This design comes from an exercise in tuning for small area, a short achievable clock period and few clock cycles on the open sky130 flow, not from production work. The RTL was checked by simulation tests, not by an equivalence proof against the original design. No activity file was given, so power comes from the tool's default toggle rates.

===== design/flow/design.v =====
module ascii_codec (
    input  wire        clk,
    input  wire        rst,
    input  wire        cmd_valid,
    output wire        cmd_ready,
    input  wire [1:0]  cmd_op,
    input  wire [15:0] cmd_len,
    input  wire        in_valid,
    output wire        in_ready,
    input  wire [7:0]  in_data,
    output wire        out_valid,
    input  wire        out_ready,
    output wire [7:0]  out_data,
    output wire        done,
    output wire [7:0]  err_code
);
    localparam OP_AHXD = 2'd0;
    localparam OP_AHXE = 2'd1;
    localparam OP_A85D = 2'd2;
    localparam OP_A85E = 2'd3;
    reg        busy;             
    reg        cmd_rdy;          
    reg        in_rdy;
    reg        done_r;
    reg [1:0]  op;
    reg [15:0] rem;              
    reg [7:0]  f0, f1;           
    reg        f0v, f1v;
    reg        stopped;          
    reg        e0, e1, e4;       
    reg        hv;               
    reg [3:0]  hn;
    reg        tilde;            
    reg [2:0]  gcnt;             
    reg        padding;          
    reg        dpad, epad;       
    reg [2:0]  pad_n;            
    reg        gstart;           
    reg [34:0] dg;               
    reg        zf;               
    reg        mv;               
    reg        mvz;              
    reg [2:0]  mvk;              
    reg        tailp;            
    reg [7:0]  ob0, ob1, ob2, ob3, ob4, ob5;    
    reg [2:0]  occ;
    reg        ov;               
    reg        sh;               
    assign cmd_ready = cmd_rdy;
    assign in_ready  = in_rdy;
    assign out_valid = ov;
    assign out_data  = ob0;
    assign done      = done_r;
    assign err_code  = {3'b000, e4, 2'b00, e1, e0};
    wire in_fire  = in_valid & in_rdy;
    wire fire     = ov & out_ready;
    wire [15:0] rem_dec = rem - 16'd1;
    wire        rem_z   = (rem == 16'd0);
    wire        rem_1   = (rem == 16'd1);
    wire [15:0] rem_nx  = in_fire ? rem_dec : rem;
    wire        rem_nz_nx = in_fire ? !rem_1 : !rem_z;
    wire can_push = (occ[2:1] == 2'b00);        
    wire [7:0] c = f0;
    wire is_ws = (c == 8'h09) || (c == 8'h0A) || (c == 8'h0C) || (c == 8'h0D) || (c == 8'h20);
    reg       is_hex;
    reg [3:0] hex_val;
    always @(*) begin
        is_hex  = 1'b1;
        hex_val = c[3:0];
        if (c >= 8'h30 && c <= 8'h39)      hex_val = c[3:0];
        else if (c >= 8'h41 && c <= 8'h46) hex_val = c[3:0] + 4'd9;
        else if (c >= 8'h61 && c <= 8'h66) hex_val = c[3:0] + 4'd9;
        else                               is_hex  = 1'b0;
    end
    wire       is_a85_digit = (c >= 8'h21) && (c <= 8'h75);
    function [7:0] hexch(input [3:0] v);
        hexch = (v < 4'd10) ? (8'h30 + {4'd0, v}) : (8'h57 + {4'd0, v});
    endfunction
    wire [25:0] acc     = dg[25:0];
    wire [6:0]  dd      = dpad ? 7'd84 : (c[6:0] - 7'd33);
    wire [32:0] acc33   = {7'd0, acc};
    wire [32:0] acc_nx  = (acc33 << 6) + (acc33 << 4) + (acc33 << 2) + acc33 + {26'd0, dd};
    wire        acc_ovf = acc_nx[32];
    wire [7:0]  hb   = epad ? 8'd0 : c;
    wire [34:0] dsrc = dg;
    function [6:0] mod85(input [8:0] t, input [1:0] q);
        mod85 = t[6:0] + ((q == 2'd0) ? 7'd0 : (q == 2'd1) ? 7'd43 : (q == 2'd2) ? 7'd86 : 7'd1);
    endfunction
    function [1:0] div85(input [8:0] t);
        div85 = (t >= 9'd255) ? 2'd3 : (t >= 9'd170) ? 2'd2 : (t >= 9'd85) ? 2'd1 : 2'd0;
    endfunction
    function [8:0] tsum(input [6:0] w, input [6:0] u);
        reg [7:0] x, y, z, s, cy;
        begin
            x = {1'b0, w}; y = {u, 1'b0}; z = {1'b0, u};
            s  = x ^ y ^ z;
            cy = (x & y) | (x & z) | (y & z);
            tsum = {1'b0, s} + {cy, 1'b0};
        end
    endfunction
    function [6:0] addk(input [6:0] m, input [1:0] k, input o);
        reg [6:0] mk;
        begin
            mk = m + {5'd0, k};
            addk = o ? {5'd0, mk[1:0] - 2'd1} : mk;
        end
    endfunction
    function wrap(input [8:0] t, input [1:0] k);
        reg [6:0] m;
        begin
            m = t[6:0];
            case (k)
                2'd0: wrap = 1'b0;
                2'd1: wrap = (t == 9'd84) || (t == 9'd169) || (t == 9'd254);
                2'd2: wrap = (t == 9'd83) || (t == 9'd84) || (t == 9'd168) || (t == 9'd169)
                          || (t == 9'd253) || (t == 9'd254);
                default: wrap = (t == 9'd82) || (t == 9'd83) || (t == 9'd84) || (t == 9'd167)
                          || (t == 9'd168) || (t == 9'd169) || (t == 9'd252) || (t == 9'd253)
                          || (t == 9'd254);
            endcase
        end
    endfunction
    wire [6:0] d0 = dsrc[6:0],   d1 = dsrc[13:7],  d2 = dsrc[20:14];
    wire [6:0] d3 = dsrc[27:21], d4 = dsrc[34:28];
    wire [8:0] t0 = {2'd0, d0} + {1'b0, hb};
    wire [8:0] t1 = tsum(d1, d0), t2 = tsum(d2, d1), t3 = tsum({2'd0, d3[4:0]}, d2);    
    wire [1:0] q0 = div85(t0), q1 = div85(t1), q2 = div85(t2), q3 = div85(t3);
    wire [6:0] m0 = mod85(t0, q0), m1 = mod85(t1, q1), m2 = mod85(t2, q2);
    wire [6:0] m3 = mod85(t3, q3);
    function [6:0] pick(input [6:0] mq, input [6:0] mq1, input oin, input o);
        reg [6:0] mk;
        begin
            mk = oin ? mq1 : mq;
            pick = o ? {5'd0, mk[1:0] - 2'd1} : mk;
        end
    endfunction
    wire [1:0] k0 = q0;
    wire       o1 = wrap(t1, k0);
    wire [6:0] n1 = addk(m1, k0, o1);
    wire [1:0] k1 = o1 ? q1 + 2'd1 : q1;
    wire       o2 = wrap(t2, k1);
    wire [6:0] m2q = m2 + {5'd0, q1}, m2q1 = m2 + {5'd0, q1} + 7'd1;
    wire [6:0] n2 = pick(m2q, m2q1, o1, o2);
    wire [1:0] k2 = o2 ? q2 + 2'd1 : q2;
    wire       o3 = wrap(t3, k2);
    wire [6:0] m3q = m3 + {5'd0, q2}, m3q1 = m3 + {5'd0, q2} + 7'd1;
    wire [6:0] n3 = pick(m3q, m3q1, o2, o3);
    wire [1:0] k3 = o3 ? q3 + 2'd1 : q3;
    wire [6:0] p4q  = {d3[4:0], 1'b0} + {2'd0, d3[4:0]} + {5'd0, q3};
    wire [6:0] p4q1 = p4q + 7'd1;
    wire [6:0] n4 = o3 ? p4q1 : p4q;
    wire [34:0] dg_nx = {n4, n3, n2, n1, m0};
    wire [1:0]  qs = div85({1'b0, c});
    wire [34:0] dg_st = {21'd0, 5'd0, qs, mod85({1'b0, c}, qs)};
    reg        pcons;            
    reg        push;             
    reg [2:0]  pk;
    reg [7:0]  P0, P1, P2, P3, P4;
    reg        stopped_n, e0_n, e1_n, e4_n;
    reg        hv_n;  reg [3:0] hn_n;
    reg        tilde_n; reg [2:0] gcnt_n;
    reg        padding_n; reg [2:0] pad_n_n;
    reg [34:0] dg_n; reg zf_n, mv_n, mvz_n, tailp_n; reg [2:0] mvk_n;
    reg        dfree;
    reg        pend;             
    always @(*) begin
        pcons = 1'b0; push = 1'b0; pk = 3'd1;
        P0 = 8'd0; P1 = 8'd0; P2 = 8'd0; P3 = 8'd0; P4 = 8'd0;
        stopped_n = stopped; e0_n = e0; e1_n = e1; e4_n = e4;
        hv_n = hv; hn_n = hn;
        tilde_n = tilde; gcnt_n = gcnt;
        padding_n = padding; pad_n_n = pad_n;
        dg_n = dg; zf_n = zf; mv_n = mv; mvz_n = mvz; tailp_n = tailp; mvk_n = mvk;
        dfree = 1'b0;
        pend  = 1'b0;
        if (busy) begin
            if (stopped) pcons = f0v;
            case (op)
            OP_AHXD: begin
                if (!stopped) begin
                    if (f0v) begin
                        if (c == 8'h3E) begin
                            if (!hv || can_push) begin
                                pcons = 1'b1;
                                stopped_n = 1'b1;
                                push = hv;
                                P0 = {hn, 4'd0};
                            end
                        end else if (is_ws) begin
                            pcons = 1'b1;
                        end else if (is_hex) begin
                            if (hv) begin
                                if (can_push) begin
                                    pcons = 1'b1;
                                    push = 1'b1;
                                    P0 = {hn, hex_val};
                                    hv_n = 1'b0;
                                end
                            end else begin
                                pcons = 1'b1;
                                hn_n = hex_val;
                                hv_n = 1'b1;
                            end
                        end else begin
                            pcons = 1'b1;
                            stopped_n = 1'b1;
                            e1_n = 1'b1;                     
                        end
                    end else if (rem_z) begin
                        stopped_n = 1'b1;
                        e0_n = 1'b1;                         
                    end
                end
            end
            OP_AHXE: begin
                P0 = hexch(c[7:4]);
                P1 = hexch(c[3:0]);
                pk = 3'd2;
                if (!stopped) begin
                    if (f0v) begin
                        if (can_push) begin
                            pcons = 1'b1;
                            push = 1'b1;
                        end
                    end else if (rem_z) begin
                        if (can_push) begin
                            push = 1'b1;
                            pk = 3'd1;
                            P0 = 8'h3E;
                            stopped_n = 1'b1;
                        end
                    end
                end
            end
            OP_A85D: begin
                P0 = acc_nx[31:24];
                P1 = acc_nx[23:16];
                P2 = acc_nx[15:8];
                P3 = acc_nx[7:0];
                pk = 3'd4;
                pend = padding;
                if (padding) begin
                    if (gcnt == 3'd4) begin
                        if (can_push) begin
                            if (acc_ovf) begin
                                e1_n = 1'b1; e4_n = 1'b1;    
                            end else begin
                                push = (pad_n != 3'd1);
                                pk = pad_n - 3'd1;
                            end
                            padding_n = 1'b0;
                            gcnt_n = 3'd0;
                        end
                    end else begin
                        dg_n = {9'd0, acc_nx[25:0]};
                        gcnt_n = gcnt + 3'd1;
                    end
                end else if (!stopped) begin
                    if (f0v) begin
                        if (tilde) begin
                            pcons = 1'b1;
                            if (is_ws) begin
                            end else if (c == 8'h3E) begin
                                stopped_n = 1'b1;
                                if (gcnt != 3'd0) begin
                                    padding_n = 1'b1;
                                    pad_n_n = gcnt;
                                end
                            end else begin
                                stopped_n = 1'b1;
                                e4_n = 1'b1;                 
                            end
                        end else if (is_ws) begin
                            pcons = 1'b1;
                        end else if (c == 8'h7E) begin
                            pcons = 1'b1;
                            tilde_n = 1'b1;
                        end else if (c == 8'h7A) begin
                            if (gcnt != 3'd0) begin
                                pcons = 1'b1;
                                stopped_n = 1'b1;
                                e0_n = 1'b1; e1_n = 1'b1; e4_n = 1'b1;   
                            end else if (can_push) begin
                                pcons = 1'b1;
                                push = 1'b1;
                                P0 = 8'd0; P1 = 8'd0; P2 = 8'd0; P3 = 8'd0;
                            end
                        end else if (is_a85_digit) begin
                            if (gcnt == 3'd4) begin
                                if (can_push) begin
                                    pcons = 1'b1;
                                    if (acc_ovf) begin
                                        stopped_n = 1'b1;
                                        e1_n = 1'b1; e4_n = 1'b1;    
                                    end else begin
                                        push = 1'b1;
                                    end
                                    gcnt_n = 3'd0;
                                    dg_n = 35'd0;
                                end
                            end else begin
                                pcons = 1'b1;
                                dg_n = {9'd0, acc_nx[25:0]};
                                gcnt_n = gcnt + 3'd1;
                            end
                        end else begin
                            pcons = 1'b1;
                            stopped_n = 1'b1;
                            e4_n = 1'b1;                     
                        end
                    end else if (rem_z) begin
                        stopped_n = 1'b1;
                        if (tilde) begin
                            e0_n = 1'b1; e4_n = 1'b1;        
                        end else if (gcnt != 3'd0) begin
                            padding_n = 1'b1;
                            pad_n_n = gcnt;
                        end
                    end
                end
            end
            OP_A85E: begin
                pend = padding | mv | tailp;
                if (mv) begin
                    if (mvz && zf) begin
                        P0 = 8'h7A;
                        pk = 3'd1;
                    end else begin
                        P0 = {1'b0, dg[34:28]} + 8'd33;
                        P1 = {1'b0, dg[27:21]} + 8'd33;
                        P2 = {1'b0, dg[20:14]} + 8'd33;
                        P3 = {1'b0, dg[13:7]}  + 8'd33;
                        P4 = {1'b0, dg[6:0]}   + 8'd33;
                        pk = mvk;
                    end
                    if (can_push) begin
                        push = 1'b1;
                        mv_n = 1'b0;
                    end
                end else begin
                    P0 = 8'h7E;
                    P1 = 8'h3E;
                    pk = 3'd2;
                    if (tailp && can_push) begin
                        push = 1'b1;
                        tailp_n = 1'b0;
                    end
                end
                dfree = !mv || can_push;
                if (padding) begin
                    if (dfree) begin
                        dg_n = dg_nx;
                        if (gcnt == 3'd3) begin
                            gcnt_n = 3'd0;
                            padding_n = 1'b0;
                            mv_n = 1'b1;
                            mvz_n = 1'b0;
                            mvk_n = pad_n;
                            tailp_n = 1'b1;
                        end else begin
                            gcnt_n = gcnt + 3'd1;
                        end
                    end
                end else if (!stopped) begin
                    if (f0v) begin
                        if (dfree) begin
                            pcons = 1'b1;
                            dg_n = gstart ? dg_st : dg_nx;
                            zf_n = (gstart || zf) && (c == 8'd0);
                            if (gcnt == 3'd3) begin
                                gcnt_n = 3'd0;
                                mv_n = 1'b1;
                                mvz_n = 1'b1;
                                mvk_n = 3'd5;
                            end else begin
                                gcnt_n = gcnt + 3'd1;
                            end
                        end
                    end else if (rem_z) begin
                        stopped_n = 1'b1;
                        if (gcnt != 3'd0) begin
                            padding_n = 1'b1;
                            pad_n_n = gcnt + 3'd1;
                        end else begin
                            tailp_n = 1'b1;
                        end
                    end
                end
            end
            endcase
        end
    end
    wire [6:0] occ_gt;                           
    assign occ_gt = {1'b0, occ == 3'd6, occ >= 3'd5, occ >= 3'd4, occ >= 3'd3, occ >= 3'd2, occ >= 3'd1};
    wire       occ0 = (occ == 3'd0);
    wire       occ1 = (occ == 3'd1);
    function [7:0] slot(input keep, input [7:0] cur, input [7:0] nxt,
                        input [7:0] pj, input [7:0] pjm1);
        slot = keep ? (sh ? nxt : cur) : (occ0 ? pj : pjm1);
    endfunction
    wire [7:0] ob0_f = occ1 ? P0 : (sh ? ob2 : ob1);    
    wire [7:0] ob0_n = occ0 ? P0 : ob0;                 
    wire [2:0] pkk    = push ? pk : 3'd0;
    wire [2:0] occ_p  = occ + pkk;
    wire [2:0] occ_m  = occ + pkk - 3'd1;
    wire [2:0] occ_nx = fire ? occ_m : occ_p;
    wire [1:0] fin_cnt = {pcons ? (f1v & in_fire) : (f1v | (f0v & in_fire)), 1'b0};
    wire finish = busy && stopped && !pend && rem_z && !f1v
                  && ((occ == 3'd0) || ((occ == 3'd1) && out_ready));
    always @(posedge clk) begin
        if (rst) begin
            busy    <= 1'b0;
            cmd_rdy <= 1'b1;
            in_rdy  <= 1'b0;
            done_r  <= 1'b0;
            f0v     <= 1'b0;
            f1v     <= 1'b0;
            occ     <= 3'd0;
            ov      <= 1'b0;
            sh      <= 1'b0;
        end else begin
            sh  <= fire;
            occ <= occ_nx;
            ov  <= (occ_nx != 3'd0);
            if (pcons) begin
                f0v <= f1v | in_fire;
                f1v <= f1v & in_fire;
            end else begin
                f0v <= f0v | in_fire;
                f1v <= f1v | (f0v & in_fire);
            end
            done_r <= finish;
            if (!busy) begin
                if (cmd_valid) begin
                    busy    <= 1'b1;
                    cmd_rdy <= 1'b0;
                    in_rdy  <= (cmd_len != 16'd0);
                end
            end else begin
                in_rdy <= rem_nz_nx && !fin_cnt[1];
                if (finish) begin
                    busy    <= 1'b0;
                    cmd_rdy <= 1'b1;
                end
            end
        end
    end
    always @(posedge clk) begin
        ob0 <= fire ? ob0_f : ob0_n;
        ob1 <= slot(occ_gt[1], ob1, ob2, P1, P0);
        ob2 <= slot(occ_gt[2], ob2, ob3, P2, P1);
        ob3 <= slot(occ_gt[3], ob3, ob4, P3, P2);
        ob4 <= slot(occ_gt[4], ob4, ob5, P4, P3);
        ob5 <= slot(occ_gt[5], ob5, ob5, P4, P4);
        f0 <= (pcons ? !f1v : !f0v) ? in_data : (pcons ? f1 : f0);
        f1 <= (pcons || !f1v) ? in_data : f1;
        rem <= rem_nx;
        stopped <= stopped_n;
        e0 <= e0_n; e1 <= e1_n; e4 <= e4_n;
        hv <= hv_n; hn <= hn_n;
        tilde <= tilde_n; gcnt <= gcnt_n;
        padding <= padding_n; pad_n <= pad_n_n;
        dpad <= padding_n && (op == OP_A85D);
        epad <= padding_n && (op == OP_A85E);
        dg <= dg_n; gstart <= (gcnt_n == 3'd0); zf <= zf_n; mv <= mv_n; mvz <= mvz_n; mvk <= mvk_n; tailp <= tailp_n;
        if (!busy) begin
            op      <= cmd_op;
            rem     <= cmd_len;
            stopped <= 1'b0;
            e0 <= 1'b0; e1 <= 1'b0; e4 <= 1'b0;
            hv      <= 1'b0;
            tilde   <= 1'b0;
            gcnt    <= 3'd0;
            gstart  <= 1'b1;
            dg      <= 35'd0;
            padding <= 1'b0;
            dpad    <= 1'b0;
            epad    <= 1'b0;
            mv      <= 1'b0;
            tailp   <= 1'b0;
        end
    end
endmodule

===== design/flow/constraint.sdc =====
create_clock -name core_clock -period 28.0 [get_ports {clk}]
set_input_delay 5.6000 -clock core_clock [delete_from_list [all_inputs] [get_ports {clk}]]
set_output_delay 5.6000 -clock core_clock [all_outputs]
set_load 0.01 [all_outputs]

===== design/flow/config.mk =====
export PLATFORM = sky130hd
export DESIGN_NAME = ascii_codec
export DESIGN_NICKNAME = ascii_codec
export VERILOG_FILES = /design/flow/design.v
export SDC_FILE = /design/flow/constraint.sdc
export NUM_CORES = 4
export LEC_CHECK = 0
export CAP_MARGIN = 20
export CORE_MARGIN = 2
export CORE_UTILIZATION = 40
export SLEW_MARGIN = 20

===== design/flow/flow/run.sh =====
#!/bin/bash
# The standard layout, with these changes to how it is made (the SDC, clock
# period and every other setting are the design's):
#  - every port still gets a buffer, but a plain buf_2 rather than the slow
#    delay buffer buffer_ports picks by default;
#  - the repair steps aim for extra setup slack, and may resize a cell to
#    any drive strength (not only ones with the same footprint).
set -euo pipefail
bash standard.sh "BUFFER_PORTS_ARGS=-buffer_cell sky130_fd_sc_hd__buf_2" \
    SETUP_SLACK_MARGIN=21 MATCH_CELL_FOOTPRINT=0 finish > standard_flow.log 2>&1

===== design/flow/standard.sh =====
#!/bin/bash
# synth_recipe.tcl (not shown) runs the flow's synth.tcl, then flattens the netlist and writes it again
# the make line also repeats each setting of config.mk as NAME=value (left out here)
make -C /OpenROAD-flow-scripts/flow DESIGN_CONFIG=/design/flow/config.mk WORK_HOME=/design/flow/orfs CLKGATE_MAP_FILE= SYNTH_SCRIPT=/design/flow/synth_recipe.tcl "${@:-finish}"

==> key figures, run 1 <==
Cells and area
  • Share of cells above drive strength 1: 0.0798
  • FILL cells: 4,356
  • Ant diodes: 0
  • Fin cells: 2,698
  • Area Overhead vs Synth: 7.81%
  • Commonest non-fill, non-tap cell in the layout: ha_1
  • Sequential Area: around 4000 sq um
  • Cell area after layout: 19,100 sq um
  • Nets@finish: 2,398
  • Most frequent cells in the layout: ha_1 (191), nor2_1 (185), a21oi_1 (150)
  • Area occupied by multi-input gates: approximately 13,000 sq um
  • Final core utilization: 0.435

Placed design
  • Gpl congestion: 0.966
  • PortBufs: 45
  • Pre-CTS worst setup slack: 21,040 ps
  • Area after DPL: between 15,000 and 20,000 sq um
  • Placed instance count: 2,655
  • Post-DP HPWL: 42.6 mm

Routing
  • DR DRC count: 0
  • Routed Antenna Nets: 0
  • DR WL/cell: 20.3 microns
  • Pre-antenna DRT Iters: 8
  • Drt first-iter violations: 1,575
  • Vias: 16,200
  • Via density per instance: 5.99
  • Final wirelength: approximately 55 mm

STA
  • Final Hold Fails: 0
  • Setup TNS Final: 0 ps
  • RSZ-0062 raised after global routing: false
  • Worst slew pin tran: 981 ps
  • Fin. max-slew vios: 0
  • Layout Skew: 16.9 ps
  • Final setup fails: 0
  • Post-route setup slack: 21,340 ps
  • Max transition margin: 0.345
  • Fmax: 0.150 GHz
  • Fin crit share: 0.238
  • Min Tclk post-route: 6660 ps

Synthesis
  • Mapped Area: 17,800 sq um
  • Post-synth ARST share: 0
  • Sequential area share after synthesis: 0.223
  • Synth cell types: 94
  • Syn Area/Cell: 8.50 sq um
  • Synth Instances: ~2,100
  • Synth warn: 1
  • Yosys reg bits: approximately 160
  • Number of synthesized flops with an enable pin: 86
  • Synth Flop Type: edfxtp_1

CTS
  • Root Buffer: clkbuf_16
  • Worst-path clk slew: 60 ps
  • CTS sink cnt: around 160
  • Longest Clk Path Bufs: 2
  • CTS tree: yes
  • Total CTS buffers: 17
  • H-tree levels: 4
  • Clock latency (worst-skew pair): 450 ps

GRT
  • Total global-route track usage: 0.236
  • First-pass GRT wire length: 87.0 mm
  • Met3 Resource Use GR: 0.0285
  • Largest net degree at the start of global routing: 47
  • Vias in the first global route: 15,300
  • Met2 Usage GRT: 0.384
  • Congestion Overflow GR: 0
  • Initial antenna violation count: 0
  • GRT busiest layer: met2
  • Met1 Track Usage GR: 0.330

Run
  • Maxcap violations: 0

Critical path
  • Crit Path Category: reg -> out
  • Top delay family on crit path: flip-flops
  • Crit Path Max Fanout: 5
  • Required @ worst endpoint: approximately 22,000 ps
  • CP max stage delay: approximately 440 ps
  • Crit-path slowest cell: dfxtp_1
  • CP Cell Sequence: buf_2
  • CP endpoint kind: primary output
  • Crit start category: flop
  • Reg2reg setup slack: about 21,000 ps
  • Worst EP arrival: 1060 ps
  • WP buf/inv: 1

Floorplan
  • Initial Util: 0.403
  • Height of the die: approximately 210 microns
  • CORE AREA: roughly 44,000 sq um
  • DIE AREA: 46,100 sq um
  • FP Rows: 77
  • I/O pin count: 51
  • Die W: 215 microns

Power
  • Static Leak: 0.00834 uW
  • Cell area power density: around 45 nW/um^2
  • Worst vdd ir: 0.0422 mV

Status
  • Status: finished clean

Worst hold path
  • Min-Delay Path Class: reg -> reg
[through the flow]
stage | total power [uW] | hold slack, ps
CTS | 849 | 457
global route | 900 | 472
global placement | 610 | 433
finish | 854 | 446
detailed placement | 614 | 441
floorplan | 522 | 426
[power by group]
part / total [uW] / switching, uW / internal [uW] / leakage, uW
Clock: 235 / 102 / 133 / 0.000273
Sequential: 310 / 27.5 / 282 / 0.00147
Combinational: 309 / 196 / 114 / 0.00659
[final timing paths]
| kind | start | end | depth (start not counted) |
|---|---|---|---|
| setup / recovery | ov | out_valid | 1 |
| setup reg to reg | dg[1] | ov | 26 |
| hold reg to reg | e4 | e4 | 2 |
| hold / removal | e4 | e4 | 2 |
[worst register-to-register path, cell delays in order, from the launching register on]
cell      delay (ps)
dfxtp_1          680
inv_1            190
fa_1             500
fa_1             510
fa_1             550
inv_1             40
ha_1             320
inv_1             60
o21ai_0          270
and3b_1          270
o211ai_1         150
a21bo_2          280
a21o_4           250
a21oi_1          210
o21a_1           240
o21ai_0          120
nor2_1           130
ha_1             140
inv_1             50
fa_1             510
ha_1             150
nand3_1           90
xnor2_1          220
nand2_1           90
nor4_1           190
o211a_1          230
a211o_1          100
[timing repair]
item,in CTS,in global routing
hold buffers,0,0
buffers inserted,1,9
gates resized for setup,0,9
pin swaps,0,1
setup endpoints to repair,1,4
[state kept, by name, summed over array words and instances, names as in the netlist, 2 cells and up]
signal  cells
dg         35
rem        16
f0          8
f1          8
ob0         8
ob1         8
ob2         8
ob3         8
ob4         8
ob5         8
hn          4
gcnt        3
mvk         3
occ         3
pad_n       3
op          2
[kinds of logic (layout without fill, tap and decap cells)]
group | Yosys count | count (layout) | synth area share
AOI/OAI and AO/OA | 634 | 634 | 0.235
xor gates and xnor gates | 133 | 133 | 0.0665
adders and majority gates | 274 | 274 | 0.228
buffers and inverters | 214 | 227 | 0.0493
DFF | 155 | 155 | 0.223
muxes | 30 | 30 | 0.0181
other | 1 | 5 | 0.000211
and+or+nand+nor | 648 | 648 | 0.180
[Yosys cell counts, types with 8 or more instances]
cell type / n / area [sq um]
ha_1: 192 / 2400
nor2_1: 185 / 694
a21oi_1: 151 / 756
nand2_1: 144 / 541
o21ai_0: 130 / 651
inv_1: 115 / 432
xnor2_1: 93 / 815
edfxtp_1: 86 / 2580
fa_1: 82 / 1640
nand3_1: 72 / 360
clkbuf_1: 71 / 267
dfxtp_1: 69 / 1380
a21o_1: 52 / 390
nor3_1: 44 / 220
a31oi_1: 38 / 238
xor2_1: 38 / 333
a211oi_1: 30 / 225
nand2b_1: 27 / 169
nor4_1: 25 / 156
nor2b_1: 24 / 150
o21a_1: 22 / 165
o211ai_1: 21 / 158
nand4_1: 18 / 113
mux2i_1: 16 / 160
and2_1: 15 / 93.8
and3_1: 15 / 93.8
a221oi_1: 14 / 123
a22oi_1: 14 / 105
o22ai_1: 13 / 81.3
or2_2: 13 / 81.3
or3_1: 13 / 81.3
mux2_2: 12 / 135
o221ai_1: 12 / 105
o31ai_1: 12 / 90.1
nor3b_1: 11 / 82.6
o21bai_1: 11 / 82.6
buf_4: 10 / 75.1
nand3b_1: 10 / 75.1
o21ai_1: 10 / 50.1
a211o_1: 9 / 78.8
a32oi_1: 8 / 70.1
[final cells by class]
type,instances,share of cell area
flip-flops and latches,155,0.207
multi-input cells,1724,0.677
inverters,118,0.0231
clock inverters,12,0.00647
clock buffers,20,0.0233
repair buffers,77,0.0243
well taps,592,0.0387
[per-layer routing]
| layer | up-vias | share of wire |
|---|---|---|
| met3 | 69 | 0.065 |
| met5 | - | 0 |
| met4 | 0 | 0.024 |
| met2 | 636 | 0.46 |
| met1 | 7739 | 0.45 |
| li1 | 7718 | - |
Testbench counts, summed over its fixed seeds: cycles 65,816.
==> run 2, diff against run 1 <==
--- a/design/flow/flow/run.sh
+++ b/design/flow/flow/run.sh
@@ -8,3 +8,3 @@
 set -euo pipefail
 bash standard.sh "BUFFER_PORTS_ARGS=-buffer_cell sky130_fd_sc_hd__buf_2" \
-    SETUP_SLACK_MARGIN=21 MATCH_CELL_FOOTPRINT=0 finish > standard_flow.log 2>&1
+    SETUP_SLACK_MARGIN=21.35 MATCH_CELL_FOOTPRINT=0 finish > standard_flow.log 2>&1
==> key figures, run 2 <==
Routing
  • DR DRC count: 0 (unchanged)
  • Vias: 16,300 (+0.72%)
  • Routed Antenna Nets: 0 (unchanged)
  • DR top layer: met4
  • Routed wl met2: 25.2 mm (+0.29%)
  • Drt first-iter violations: 1,629 (+3.4%)
  • Final wirelength: 55.1 mm (+0.36%)
  • Via density per instance: 6.03 (+0.72%)
  • DR WL/cell: 20.4 microns (+0.36%)
  • Met3 routed WL: 3.55 mm (-0.73%)
  • Metal-1 WL: 24.9 mm (about the same)
  • Pre-antenna DRT Iters: 6 (-2)

Synthesis
  • Mapped Area: 17,800 sq um (unchanged)
  • Top cells by area, synth: edfxtp_1 (15%), ha_1 (14%), fa_1 (9.2%)
  • Syn Area/Cell: 8.50 sq um (unchanged)
  • Synth Instances: 2,089 (unchanged)
  • Yosys top cell area share: 0.145 (unchanged)
  • Synth cell types: 94 (unchanged)
  • Yosys top cell by area: edfxtp_1
  • Number of synthesized flops with an enable pin: 86 (unchanged)
  • Sequential area share after synthesis: 0.223 (unchanged)
  • Synth warn: 1 (unchanged)
  • Synth Flop Type: edfxtp_1
  • Yosys reg bits: 155 (unchanged)
  • Synth top cells by count: ha_1 (192), nor2_1 (185), a21oi_1 (151)
  • Post-synth ARST share: 0 (unchanged)
  • Most frequent cell after synthesis: ha_1

Floorplan
  • Die W: 215 microns (unchanged)
  • Initial Util: 0.403 (unchanged)
  • CORE AREA: 44,000 sq um (unchanged)
  • FP Rows: 77 (unchanged)
  • DIE AREA: 46,100 sq um (unchanged)
  • I/O pin count: 51 (unchanged)
  • Height of the die: 215 microns (unchanged)

Critical path
  • Crit-path slowest cell: dfxtp_2
  • CP endpoint kind: primary output
  • Required @ worst endpoint: 22,400 ps (about the same)
  • Top delay family on crit path: flip-flops
  • Crit Path Max Fanout: 5 (unchanged)
  • CP max stage delay: 390 ps (-50 ps)
  • Worst EP arrival: 980 ps (-80 ps)
  • Crit start category: flop
  • WP buf/inv: 1 (unchanged)
  • CP Cell Sequence: buf_2
  • Crit Path Category: reg -> out

Placed design
  • Pre-CTS worst setup slack: 21,040 ps (unchanged)
  • Gpl congestion: 0.966 (unchanged)
  • PortBufs: 45 (unchanged)
  • Post-DP HPWL: 42.6 mm (unchanged)

Power
  • Combinational power share: 0.364 (+0.002)
  • Cell area power density: 44.7 nW/um^2 (about the same)
  • Psw: 327 uW (+0.52%)
  • Clock power share: 0.275 (about the same)
  • Worst vdd ir: 0.0421 mV (-0.31%)
  • Pint: 530 uW (+0.17%)
  • Static Leak: 0.00836 uW (+0.19%)
  • Total power draw: 857 uW (+0.30%)
  • Switching Fraction: 0.382 (+0.000829)
  • Seq pwr share: 0.362 (about the same)

Cells and area
  • Largest regs: dg: 35 flops, rem: 16 flops
  • Final core utilization: 0.436 (+0.00116)
  • Most frequent cells in the layout: ha_1 (191), nor2_1 (184), a21oi_1 (150)
  • Nets@finish: 2,398 (unchanged)
  • Commonest non-fill, non-tap cell in the layout: ha_1
  • Ant diodes: 0 (unchanged)
  • Area Overhead vs Synth: 8.10%
  • FILL cells: 4,345 (-0.25%)
  • Largest reg by FF count: dg
  • Share of cells above drive strength 1: 0.0883 (+0.00855)
  • Max reg flops: 35 (unchanged)
  • Area occupied by multi-input gates: 13,000 sq um (+0.25%)
  • Sequential Area: 3990 sq um (+0.41%)

GRT
  • Total global-route track usage: 0.236 (+0.000305)
  • Congestion Overflow GR: 0 (unchanged)
  • First-pass GRT wire length: 87.2 mm (+0.16%)
  • Largest net degree at the start of global routing: 47 (unchanged)
  • Vias in the first global route: 15,400 (+0.25%)
  • Initial antenna violation count: 0 (unchanged)

CTS
  • Clock latency (worst-skew pair): 440 ps (about the same)
  • CTS sink cnt: 155 (unchanged)
  • CTS tree: yes
  • Root Buffer: clkbuf_16
  • H-tree levels: 4 (unchanged)
  • Worst-path clk slew: 60 ps (about the same)
  • Total CTS buffers: 17 (unchanged)
  • Cts hold-fix bufs: 0 (unchanged)
  • Longest Clk Path Bufs: 2 (unchanged)

STA
  • Final Hold Fails: 0 (unchanged)
  • Worst slew pin tran: 970 ps (-11.2 ps)
  • Final hold slack: 446 ps (+0.0630 ps)
  • Layout Skew: 13.7 ps (-3.18 ps)
  • Fin crit share: 0.235 (-0.00275)
  • Post-route setup slack: 21,420 ps (+76.9 ps)
  • Fin. max-slew vios: 0 (unchanged)
  • Setup TNS Final: 0 ps (unchanged)
  • Fmax: 0.152 GHz (+1.2%)
  • RSZ-0062 raised after global routing: true
  • Final setup fails: 0 (unchanged)
  • Max transition margin: 0.352 (+0.00750)
  • Min Tclk post-route: 6580 ps (-76.9 ps)

Worst hold path
  • Min-Delay Path Class: reg -> reg

Run
  • Maxcap violations: 0 (unchanged)

Status
  • Status: finished clean
-- run 2: timing repair --
action,4_1_cts,5_1_grt
setup endpoints to repair,4,11
hold endpoints to repair,0,0
pin swaps,1,3
buffers inserted,4,6
resized for setup,3,27
-- run 2: cell type report --
type                    count  share of cell area
multi-input cells        1724               0.677
flip-flops and latches    155               0.208
well taps                 592              0.0386
repair buffers             77              0.0243
clock buffers              20              0.0233
inverters                 118              0.0232
clock inverters            12             0.00646
-- run 2: path summary, 6_finish.rpt --
check             start  cells past startpoint  slack (ps)         to
setup / recovery     ov                      1       21420  out_valid
hold / removal       e4                      2         450         e4
setup reg to reg  f0[1]                     29       21620         ov
hold reg to reg      e4                      2         450         e4
-- run 2: per-layer routing --
metal / global-route usage / vias up
met4: 0.0613 / 0
met1: 0.330 / 7837
met5: 0 / -
li1: - / 7714
met2: 0.385 / 638
met3: 0.0284 / 90
-- run 2: cell families after synthesis --
kind of cell             synth area share
buffers and inverters              0.0493
flip-flops                          0.223
AND/OR/NAND/NOR                     0.180
XOR/XNOR                           0.0665
other                            0.000211
AO/OA/AOI/OAI                       0.235
adder cells (fa/ha/maj)             0.228
multiplexers                       0.0181
-- run 2: per-stage QoR --
stage / cell area, sq um / cells
finish: 19200 / 2698
global route: 19200 / 2698
CTS: 19100 / 2691
detailed placement: 18500 / 2655
global placement: 18500 / 2655
floorplan: 17800 / 2093
-- run 2: power by group through the flow --
stage	Sequential (uW)	Clock (uW)	Combinational, uW
final	310	235	312
after global routing	314	246	342
after CTS	310	237	304
after detailed placement	315	0	299
after global placement	314	0	296
after floorplan	304	0	219
==> run 3, diff against run 2 <==
--- a/design/flow/design.v
+++ b/design/flow/design.v
@@ -54,5 +54,5 @@
     assign err_code  = {3'b000, e4, 2'b00, e1, e0};
     wire in_fire  = in_valid & in_rdy;
-    wire fire     = ov & out_ready;
+    wire fire     = (occ != 3'd0) & out_ready;    
     wire [15:0] rem_dec = rem - 16'd1;
     wire        rem_z   = (rem == 16'd0);
==> key figures, run 3 <==
Status
  • Status: finished clean

Synthesis
  • Synth top cells by count: nor2_1 (198), ha_1 (192), nand2_1 (170)
  • Post-synth ARST share: 0 (unchanged)
  • Synth Flop Type: edfxtp_1
  • Sequential area share after synthesis: 0.229 (+0.00581)
  • Most frequent cell after synthesis: nor2_1
  • Synth warn: 1 (unchanged)
  • Number of synthesized flops with an enable pin: 86 (unchanged)
  • Synth cell types: 94 (unchanged)
  • Mapped Area: 17,300 sq um (-2.5%)
  • Yosys reg bits: 155 (unchanged)
  • Top cells by area, synth: edfxtp_1 (15%), ha_1 (14%), fa_1 (9.5%)
  • Syn Area/Cell: 8.57 sq um (+0.84%)
  • Yosys top cell area share: 0.149 (+0.00379)
  • Yosys top cell by area: edfxtp_1
  • Synth Instances: 2,019 (-3.4%)

Power
  • Worst vdd ir: 0.0411 mV (-2.3%)
  • Static Leak: 0.00837 uW (+0.13%)
  • Cell area power density: 66.0 nW/um^2 (+48%)

Cells and area
  • Largest regs: dg: 35 flops, rem: 16 flops
  • Fin cells: 2,642 (-2.1%)
  • Max reg flops: 35 (unchanged)
  • Nets@finish: 2,348 (-2.1%)
  • Most frequent cells in the layout: nor2_1 (197), ha_1 (192), nand2_1 (170)
  • Commonest non-fill, non-tap cell in the layout: nor2_1
  • Largest reg by FF count: dg
  • Area Overhead vs Synth: 9.42%
  • Share of cells above drive strength 1: 0.0885 (+0.000202)

Floorplan
  • FP Rows: 76 (-1.3%)
  • Die W: 212 microns (-1.3%)
  • I/O pin count: 51 (unchanged)
  • Height of the die: 212 microns (-1.3%)
  • Initial Util: 0.403 (about the same)
  • DIE AREA: 44,900 sq um (-2.5%)
  • CORE AREA: 42,900 sq um (-2.6%)

Critical path
  • Top delay family on crit path: flip-flops
  • Worst EP arrival: 1040 ps (+60 ps)
  • CP max stage delay: 430 ps (+40 ps)
  • Crit Path Max Fanout: 1 (-4)
  • Crit-path slowest cell: edfxtp_1
  • WP buf/inv: 1 (unchanged)
  • Crit Path Category: reg -> out
  • CP Cell Sequence: buf_2
  • Crit start category: flop
  • Required @ worst endpoint: 22,400 ps (about the same)
  • CP endpoint kind: primary output

GRT
  • Initial antenna violation count: 0 (unchanged)
  • Congestion Overflow GR: 0 (unchanged)
  • Total global-route track usage: 0.239 (+0.00306)
  • Vias in the first global route: 14,800 (-3.8%)
  • First-pass GRT wire length: 83.9 mm (-3.8%)
  • Largest net degree at the start of global routing: 59 (+26%)

CTS
  • Root Buffer: clkbuf_16
  • Clock latency (worst-skew pair): 450 ps (about the same)
  • Total CTS buffers: 17 (unchanged)
  • Longest Clk Path Bufs: 2 (unchanged)
  • Worst-path clk slew: 70 ps (about the same)
  • CTS tree: yes
  • H-tree levels: 4 (unchanged)
  • CTS sink cnt: 155 (unchanged)

Routing
  • Routed Antenna Nets: 0 (unchanged)
  • DR DRC count: 0 (unchanged)
  • Vias: 15,500 (-4.5%)
  • DR WL/cell: 20.2 microns (-0.79%)
  • Drt first-iter violations: 1,546 (-5.1%)
  • Pre-antenna DRT Iters: 5 (-1)
  • Via density per instance: 5.88 (-2.5%)
  • Final wirelength: 53.5 mm (-2.9%)

STA
  • Worst slew pin tran: 1080 ps (+111 ps)
  • Final setup fails: 0 (unchanged)
  • Max transition margin: 0.276 (-0.0757)
  • Setup TNS Final: 0 ps (unchanged)
  • Layout Skew: 14.5 ps (+0.872 ps)
  • Final Hold Fails: 0 (unchanged)
  • Fmax: 0.150 GHz (-0.97%)
  • Fin. max-slew vios: 0 (unchanged)
  • Min Tclk post-route: 6640 ps (+64.4 ps)
  • RSZ-0062 raised after global routing: true
  • Final hold slack: 464 ps (+18.3 ps)
  • Fin crit share: 0.237 (+0.00230)

Worst hold path
  • Min-Delay Path Class: reg -> reg

Run
  • Maxcap violations: 0 (unchanged)

Placed design
  • Post-DP HPWL: 40.8 mm (-4.2%)
  • Placed instance count: 2,592 (-2.4%)
  • PortBufs: 45 (unchanged)
  • Gpl congestion: 0.966 (about the same)
==> run 3: changes by cell type after synthesis, sizes merged, moves of 11 or more <==
cell	before	now
a31oi	38	24
nand2	144	170
nand3	72	45
nor2	185	198
nor3	45	34
nor4	25	14
xor2	39	51
==> run 3: layout make-up <==
cell class                 count  area (sq um)
antenna                        1          2.50
clock buffer                  21           483
clock inverter                11           131
fill                        4163         24000
inverter                     115           434
multi-input combinational   1671         12600
sequential                   155          3990
tap                          585           732
timing repair buffer          83           523
==> run 3: power breakdown <==
part | internal [uW] | switching [uW] | total [uW] | leakage (uW)
clock network | 143 | 108 | 252 | 0.000296
registers | 286 | 38.3 | 325 | 0.00149
logic | 264 | 409 | 673 | 0.00658
total | 693 | 556 | 1250 | 0.00837
==> run 3: per-layer routing <==
layer,track usage,part of all wire,vias to the layer above
met4,0.0690,0.024,0
met2,0.378,0.45,524
met1,0.342,0.47,7547
li1,-,-,7382
met5,0,0,-
met3,0.0292,0.054,88
==> run 3: path summary, 6_finish.rpt <==
kind	to	depth (start not counted)	startpoint	slack, ps
worst min-delay path	cmd_rdy	2	cmd_rdy	460
worst min register to register	cmd_rdy	2	cmd_rdy	460
worst max-delay path	out_data[0]	1	ob0[0]	21360
worst max register to register	dg[22]	26	f0[1]	21670
==> run 3: cells by family (layout without fill, tap and decap cells) <==
logic type	Yosys count	count (layout)	synth area share
XOR/XNOR	147	147	0.0744
flip-flops	155	155	0.229
AND/OR/NAND/NOR	619	619	0.170
buffers and inverters	197	230	0.0446
multiplexers	36	36	0.0224
adder cells (fa/ha/maj)	274	274	0.234
other	1	6	0.000217
AO/OA/AOI/OAI	590	590	0.226
==> run 3: timing repair <==
item                       in CTS  in global routing
cloned                          0                  0
buffers inserted                5                 12
setup endpoints to repair      17                 25
pin swaps                       2                  3
hold buffers                    0                  0
gates resized for setup         5                 29
==> run 3: metrics by stage <==
step                       util  cell area [sq um]  worst slack (ps)  total power (uW)
after CTS                 0.438              18800             21360              1240
after global placement    0.422              18100             21110               978
after global routing      0.441              18900             21340              1340
final                     0.441              18900             21360              1250
after floorplan               -              17300             21460               809
after detailed placement  0.422              18100             20950               989
Testbench counts of run 3, summed over its fixed seeds: cycles 65,816.
==> run 4, diff against run 3 <==
--- a/design/flow/config.mk
+++ b/design/flow/config.mk
@@ -9,3 +9,5 @@
 export CORE_MARGIN = 2
 export CORE_UTILIZATION = 40
+export CTS_CLUSTER_DIAMETER = 150
+export CTS_CLUSTER_SIZE = 60
 export SLEW_MARGIN = 20
==> key figures, run 4 <==
Cells and area
  • Nets@finish: 2,348 (unchanged)
  • Largest regs: dg: 35 flops, rem: 16 flops
  • Final core utilization: 0.441 (unchanged)
  • Most frequent cells in the layout: nor2_1 (197), ha_1 (192), nand2_1 (170)
  • Share of cells above drive strength 1: 0.0885 (unchanged)
  • Commonest non-fill, non-tap cell in the layout: nor2_1
  • Max reg flops: 35 (unchanged)
  • Largest reg by FF count: dg
  • Fin cells: 2,642 (unchanged)
  • Area Overhead vs Synth: 9.42% (unchanged)

GRT
  • Largest net degree at the start of global routing: 59 (unchanged)
  • First-pass GRT wire length: 83.9 mm (unchanged)
  • Initial antenna violation count: 0 (unchanged)
  • Total global-route track usage: 0.239 (unchanged)
  • Congestion Overflow GR: 0 (unchanged)
  • Vias in the first global route: 14,800 (unchanged)

Placed design
  • Gpl congestion: 0.966 (unchanged)
  • PortBufs: 45 (unchanged)
  • Post-DP HPWL: 40.8 mm (unchanged)
  • Placed instance count: 2,592 (unchanged)
  • Pre-CTS worst setup slack: 20,950 ps (unchanged)

STA
  • Final Hold Fails: 0 (unchanged)
  • Final hold slack: 464 ps (unchanged)
  • Min Tclk post-route: 6640 ps (unchanged)
  • RSZ-0062 raised after global routing: true
  • Fin. max-slew vios: 0 (unchanged)
  • Worst slew pin tran: 1080 ps (unchanged)
  • Post-route setup slack: 21,360 ps (unchanged)
  • Max transition margin: 0.276 (unchanged)
  • Fmax: 0.150 GHz (unchanged)
  • Setup TNS Final: 0 ps (unchanged)
  • Layout Skew: 14.5 ps (unchanged)
  • Fin crit share: 0.237 (unchanged)
  • Final setup fails: 0 (unchanged)

Floorplan
  • I/O pin count: 51 (unchanged)
  • CORE AREA: 42,900 sq um (unchanged)
  • FP Rows: 76 (unchanged)
  • Initial Util: 0.403 (unchanged)
  • Die W: 212 microns (unchanged)
  • Height of the die: 212 microns (unchanged)
  • DIE AREA: 44,900 sq um (unchanged)

CTS
  • Longest Clk Path Bufs: 2 (unchanged)
  • Root Buffer: clkbuf_16
  • CTS sink cnt: 155 (unchanged)
  • Cts hold-fix bufs: 0 (unchanged)
  • Clock latency (worst-skew pair): 450 ps (about the same)
  • H-tree levels: 4 (unchanged)
  • CTS tree: yes
  • Total CTS buffers: 17 (unchanged)
  • Worst-path clk slew: 70 ps (about the same)

Critical path
  • Crit start category: flop
  • Worst reg2reg startpoint: f0[1]
  • Worst r2r path cells: 26 (unchanged)
  • Top delay family on crit path: flip-flops
  • Crit Path Max Fanout: 1 (unchanged)
  • Worst setup path start: ob0[0]
  • Worst reg2reg endpoint: dg[22]
  • Required @ worst endpoint: 22,400 ps (about the same)
  • CP max stage delay: 430 ps (about the same)
  • CP endpoint kind: primary output
  • Crit Path Category: reg -> out
  • CP Cell Sequence: buf_2
  • WP buf/inv: 1 (unchanged)
  • Crit-path slowest cell: edfxtp_1
  • Worst EP arrival: 1040 ps (about the same)
  • Reg2reg setup slack: 21,670 ps (about the same)

Power
  • Pint: 693 uW (unchanged)
  • Worst vdd ir: 0.0411 mV (unchanged)
  • Switching Fraction: 0.445 (unchanged)
  • Psw: 556 uW (unchanged)
  • Seq pwr share: 0.260 (about the same)
  • Cell area power density: 66.0 nW/um^2 (unchanged)
  • Combinational power share: 0.539 (about the same)
  • Clock power share: 0.202 (about the same)
  • Static Leak: 0.00837 uW (unchanged)

Worst hold path
  • Critical hold path startpoint: cmd_rdy
  • Hold depth: 2 (unchanged)
  • Worst hold endpoint: cmd_rdy
  • Min-Delay Path Class: reg -> reg

Synthesis
  • Syn Area/Cell: 8.57 sq um (unchanged)
  • Mapped Area: 17,300 sq um (unchanged)
  • Synth Instances: 2,019 (unchanged)
  • Sequential area share after synthesis: 0.229 (unchanged)
  • Yosys reg bits: 155 (unchanged)
  • Synth top cells by count: nor2_1 (198), ha_1 (192), nand2_1 (170)
  • Post-synth ARST share: 0 (unchanged)
  • Synth cell types: 94 (unchanged)
  • Synth warn: 1 (unchanged)
  • Synth Flop Type: edfxtp_1
  • Top cells by area, synth: edfxtp_1 (15%), ha_1 (14%), fa_1 (9.5%)
  • Most frequent cell after synthesis: nor2_1
  • Number of synthesized flops with an enable pin: 86 (unchanged)
  • Yosys top cell area share: 0.149 (unchanged)
  • Yosys top cell by area: edfxtp_1

Status
  • Status: finished clean

Routing
  • Routed Antenna Nets: 0 (unchanged)
  • Pre-antenna DRT Iters: 5 (unchanged)
  • Final wirelength: 53.5 mm (unchanged)
  • DR DRC count: 0 (unchanged)
  • Drt first-iter violations: 1,546 (unchanged)
  • Via density per instance: 5.88 (unchanged)
  • Vias: 15,500 (unchanged)
  • DR WL/cell: 20.2 microns (unchanged)

Run
  • Maxcap violations: 0 (unchanged)
-- run 4: logic make-up (layout without fill, tap and decap cells) --
group                      after synthesis  in the layout  synth area share
AOI/OAI and AO/OA                      590            590             0.226
xor gates and xnor gates               147            147            0.0744
adders and majority gates              274            274             0.234
buffers and inverters                  197            230            0.0446
DFF                                    155            155             0.229
muxes                                   36             36            0.0224
other                                    1              6          0.000217
and+or+nand+nor                        619            619             0.170
-- run 4: through the flow --
step	total power, uW	instance area, sq um
after floorplan	809	17300
after global placement	978	18100
after detailed placement	989	18100
after CTS	1240	18800
after global routing	1340	18900
final	1250	18900
-- run 4: cell type report --
class / instances / area [sq um]
Timing Repair Buffer: 83 / 523
Tap cell: 585 / 732
Clock buffer: 21 / 483
Multi-Input combinational cell: 1671 / 12600
Clock inverter: 11 / 131
Sequential cell: 155 / 3990
Antenna cell: 1 / 2.50
Fill cell: 4163 / 24000
Inverter: 115 / 434
-- run 4: worst max path at each step --
stage	end	cells after the start	slack [ps]
finish	out_data[0]	1	21360
global route	dg[23]	28	21340
CTS	out_data[0]	1	21360
detailed placement	dg[22]	26	20950
global placement	busy	5	21110
floorplan	busy	4	21460
-- run 4: layer usage --
metal / vias to the layer above / share of wire / GRT usage
met4: 0 / 0.024 / 0.0690
li1: 7382 / - / -
met5: - / 0 / 0
met3: 88 / 0.054 / 0.0292
met2: 524 / 0.45 / 0.378
met1: 7547 / 0.47 / 0.342
-- run 4: repair_timing --
item,CTS,global route
setup buffers,5,12
endpoints found under the setup margin,17,25
pin swaps,2,3
gates resized for setup,5,29
-- run 4: worst min-delay path, delay by kind of cell, from the launching register on --
kind	cells	cell delay (ps)
AND/OR/NAND/NOR	1	50
AO/OA/AOI/OAI	1	60
flip-flops	1	310
-- run 4: power groups by stage --
stage / sequential [uW] / combinational [uW] / clock [uW]
after floorplan: 315 / 493 / 0
after global placement: 329 / 648 / 0
after detailed placement: 330 / 659 / 0
after CTS: 325 / 664 / 253
after global routing: 329 / 751 / 261
final: 325 / 673 / 252
==> run 5, diff against run 4 <==
--- a/design/flow/flow/run.sh
+++ b/design/flow/flow/run.sh
@@ -8,3 +8,3 @@
 set -euo pipefail
 bash standard.sh "BUFFER_PORTS_ARGS=-buffer_cell sky130_fd_sc_hd__buf_2" \
-    SETUP_SLACK_MARGIN=21.35 MATCH_CELL_FOOTPRINT=0 finish > standard_flow.log 2>&1
+    SETUP_SLACK_MARGIN=21.55 MATCH_CELL_FOOTPRINT=0 finish > standard_flow.log 2>&1
--- a/design/flow/config.mk
+++ b/design/flow/config.mk
@@ -9,5 +9,3 @@
 export CORE_MARGIN = 2
 export CORE_UTILIZATION = 40
-export CTS_CLUSTER_DIAMETER = 150
-export CTS_CLUSTER_SIZE = 60
 export SLEW_MARGIN = 20
==> key figures, run 5 <==
Power
  • Clock power share: 0.192 (-0.010)
  • Seq pwr share: 0.261 (about the same)
  • Static Leak: 0.00840 uW (+0.43%)
  • Combinational power share: 0.547 (+0.008)
  • Pint: 682 uW (-1.6%)
  • Cell area power density: 65.4 nW/um^2 (-0.94%)
  • Switching Fraction: 0.453 (+0.00814)
  • Psw: 565 uW (+1.7%)
  • Worst vdd ir: 0.0370 mV (-10%)

CTS
  • H-tree levels: 4 (unchanged)
  • Worst-path clk slew: 70 ps (about the same)
  • CTS tree: yes
  • Longest Clk Path Bufs: 2 (unchanged)
  • CTS sink cnt: 155 (unchanged)
  • Total CTS buffers: 17 (unchanged)
  • Root Buffer: clkbuf_16
  • Clock latency (worst-skew pair): 450 ps (about the same)

GRT
  • First-pass GRT wire length: 83.6 mm (-0.37%)
  • Largest net degree at the start of global routing: 59 (unchanged)
  • Congestion Overflow GR: 0 (unchanged)
  • Initial antenna violation count: 0 (unchanged)
  • Total global-route track usage: 0.237 (-0.00230)
  • Vias in the first global route: 14,800 (+0.088%)

Floorplan
  • I/O pin count: 51 (unchanged)
  • Die W: 212 microns (unchanged)
  • Height of the die: 212 microns (unchanged)
  • Initial Util: 0.403 (unchanged)
  • CORE AREA: 42,900 sq um (unchanged)
  • FP Rows: 76 (unchanged)
  • DIE AREA: 44,900 sq um (unchanged)

Synthesis
  • Yosys top cell by area: edfxtp_1
  • Most frequent cell after synthesis: nor2_1
  • Number of synthesized flops with an enable pin: 86 (unchanged)
  • Synth Flop Type: edfxtp_1
  • Sequential area share after synthesis: 0.229 (unchanged)
  • Synth Instances: 2,019 (unchanged)
  • Post-synth ARST share: 0 (unchanged)
  • Synth warn: 1 (unchanged)
  • Synth top cells by count: nor2_1 (198), ha_1 (192), nand2_1 (170)
  • Yosys top cell area share: 0.149 (unchanged)
  • Yosys reg bits: 155 (unchanged)
  • Top cells by area, synth: edfxtp_1 (15%), ha_1 (14%), fa_1 (9.5%)
  • Synth cell types: 94 (unchanged)
  • Syn Area/Cell: 8.57 sq um (unchanged)
  • Mapped Area: 17,300 sq um (unchanged)

Critical path
  • WP buf/inv: 1 (unchanged)
  • CP Cell Sequence: buf_2
  • Required @ worst endpoint: 22,400 ps (about the same)
  • Crit-path slowest cell: edfxtp_1
  • Crit Path Category: reg -> out
  • Crit Path Max Fanout: 1 (unchanged)
  • Top delay family on crit path: flip-flops
  • CP endpoint kind: primary output
  • CP max stage delay: 420 ps (about the same)
  • Worst EP arrival: 1020 ps (-20 ps)
  • Crit start category: flop

Routing
  • DR WL/cell: 20.1 microns (-0.57%)
  • Via density per instance: 5.87 (-0.24%)
  • Drt first-iter violations: 1,427 (-7.7%)
  • Final wirelength: 53.2 mm (-0.49%)
  • DR DRC count: 0 (unchanged)
  • Routed Antenna Nets: 0 (unchanged)
  • Pre-antenna DRT Iters: 8 (+3)
  • Vias: 15,500 (-0.16%)

STA
  • Max transition margin: 0.221 (-0.0555)
  • Fin crit share: 0.236 (-0.000982)
  • Fmax: 0.151 GHz (+0.42%)
  • Final setup fails: 0 (unchanged)
  • Post-route setup slack: 21,380 ps (+27.5 ps)
  • Setup TNS Final: 0 ps (unchanged)
  • Final Hold Fails: 0 (unchanged)
  • RSZ-0062 raised after global routing: true
  • Layout Skew: 14.4 ps (-0.133 ps)
  • Worst slew pin tran: 1160 ps (+82.9 ps)
  • Fin. max-slew vios: 0 (unchanged)
  • Min Tclk post-route: 6620 ps (-27.5 ps)

Worst hold path
  • Min-Delay Path Class: reg -> reg

Run
  • Maxcap violations: 0 (unchanged)

Cells and area
  • Largest regs: dg: 35 flops, rem: 16 flops
  • Largest reg by FF count: dg
  • Max reg flops: 35 (unchanged)
  • Commonest non-fill, non-tap cell in the layout: nor2_1
  • Nets@finish: 2,351 (+0.13%)
  • Share of cells above drive strength 1: 0.103 (+0.0149)
  • Most frequent cells in the layout: nor2_1 (196), ha_1 (190), nand2_1 (169)
  • Area Overhead vs Synth: 10.3%
  • Ant diodes: 0 (-1)

Placed design
  • Pre-CTS worst setup slack: 20,970 ps (+19.1 ps)
  • Post-DP HPWL: 40.4 mm (-1.0%)
  • Gpl congestion: 0.974 (+0.86%)
  • PortBufs: 45 (unchanged)

Status
  • Status: finished clean
==> run 5: layer usage <==
metal,wire [microns],global-route usage,vias to the layer above
met5,0,0,-
met2,24200,0.381,531
met3,3190,0.0235,87
met4,1250,0.0636,0
li1,-,-,7387
met1,24500,0.338,7511
==> run 5: per-stage QoR <==
| step | instances | hold WS [ps] | area (sq um) | total power (uW) | util |
|---|---|---|---|---|---|
| global route | 2644 | 490 | 19100 | 1340 | 0.445 |
| detailed placement | 2587 | 456 | 18100 | 987 | 0.421 |
| finish | 2644 | 474 | 19100 | 1250 | 0.445 |
| floorplan | 2023 | 438 | 17300 | 809 | - |
| global placement | 2587 | 452 | 18100 | 977 | 0.421 |
| CTS | 2627 | 473 | 18800 | 1230 | 0.438 |
==> run 5: worst paths after layout <==
check          from           to  slack, ps  cells after the start
max          ob0[0]  out_data[0]      21380                      1
min              e0           e0        470                      2
max reg2reg   dg[9]           ov      21730                     23
min reg2reg      e0           e0        470                      2
==> run 5: power by group through the flow <==
stage	sequential (uW)	clock [uW]	combinational, uW
after detailed placement	331	0	656
after CTS	325	242	664
final	326	239	682
after floorplan	315	0	494
after global placement	330	0	647
after global routing	331	250	760
==> run 5: final cells by class <==
| cell class | instances | area, sq um |
|---|---|---|
| clock buffers | 18 | 429 |
| repair buffers | 86 | 596 |
| well taps | 585 | 732 |
| flip-flops and latches | 155 | 4000 |
| fillers | 4141 | 23800 |
| clock inverters | 14 | 155 |
| inverters | 115 | 434 |
| multi-input cells | 1671 | 12700 |
==> run 5: cells by family after synthesis <==
group           share of synthesized area
buf+inv                            0.0446
simple gates                        0.170
compound gates                      0.226
xor+xnor                           0.0744
flops                               0.229
other cells                      0.000217
fa+ha+maj                           0.234
mux                                0.0224
==> run 5: timing repair <==
action,in CTS,in global routing
hold buffers,0,0
pin swaps,2,5
buffers inserted,8,17
gates resized for setup,21,49
setup endpoints to repair,34,40

port drivers added, routing unchanged:
No port has a modelled driver above. Below, the same layouts with a new extraction and two added sets of constraints. Step 1 (the two cells are an assumption about what drives the block):
set clk [get_ports {clk}]
set_driving_cell -lib_cell sky130_fd_sc_hd__clkbuf_16 $clk
set_driving_cell -lib_cell sky130_fd_sc_hd__buf_2 [delete_from_list [all_inputs] $clk]
Step 2 also shifts input and output timing later by t, the mid clock arrival at the registers, as if the neighbouring blocks saw the same clock. a / b / c = no drivers / after step 1 / after step 2; a / b = the first two.
run | t, ns | setup slack, ns | hold slack, ns | latest minus earliest clock arrival (ns)
run 1 | 0.488 | 21.343 / 21.292 / 21.159 | 0.446 / 0.446 / 0.446 | 0.017 / 0.017
run 2 | 0.484 | 21.420 / 21.370 / 21.154 | 0.446 / 0.446 / 0.446 | 0.013 / 0.013
run 3 | 0.494 | 21.355 / 21.305 / 21.110 | 0.464 / 0.464 / 0.464 | 0.015 / 0.014
run 4 | 0.494 | 21.355 / 21.305 / 21.110 | 0.464 / 0.464 / 0.464 | 0.015 / 0.014
run 5 | 0.492 | 21.383 / 21.333 / 21.237 | 0.474 / 0.474 / 0.474 | 0.015 / 0.015
After both steps setup and hold are still met in every run listed. The setup slack of run 2, which loses most, moves by -0.050 ns with the drivers and by -0.266 ns with both steps.
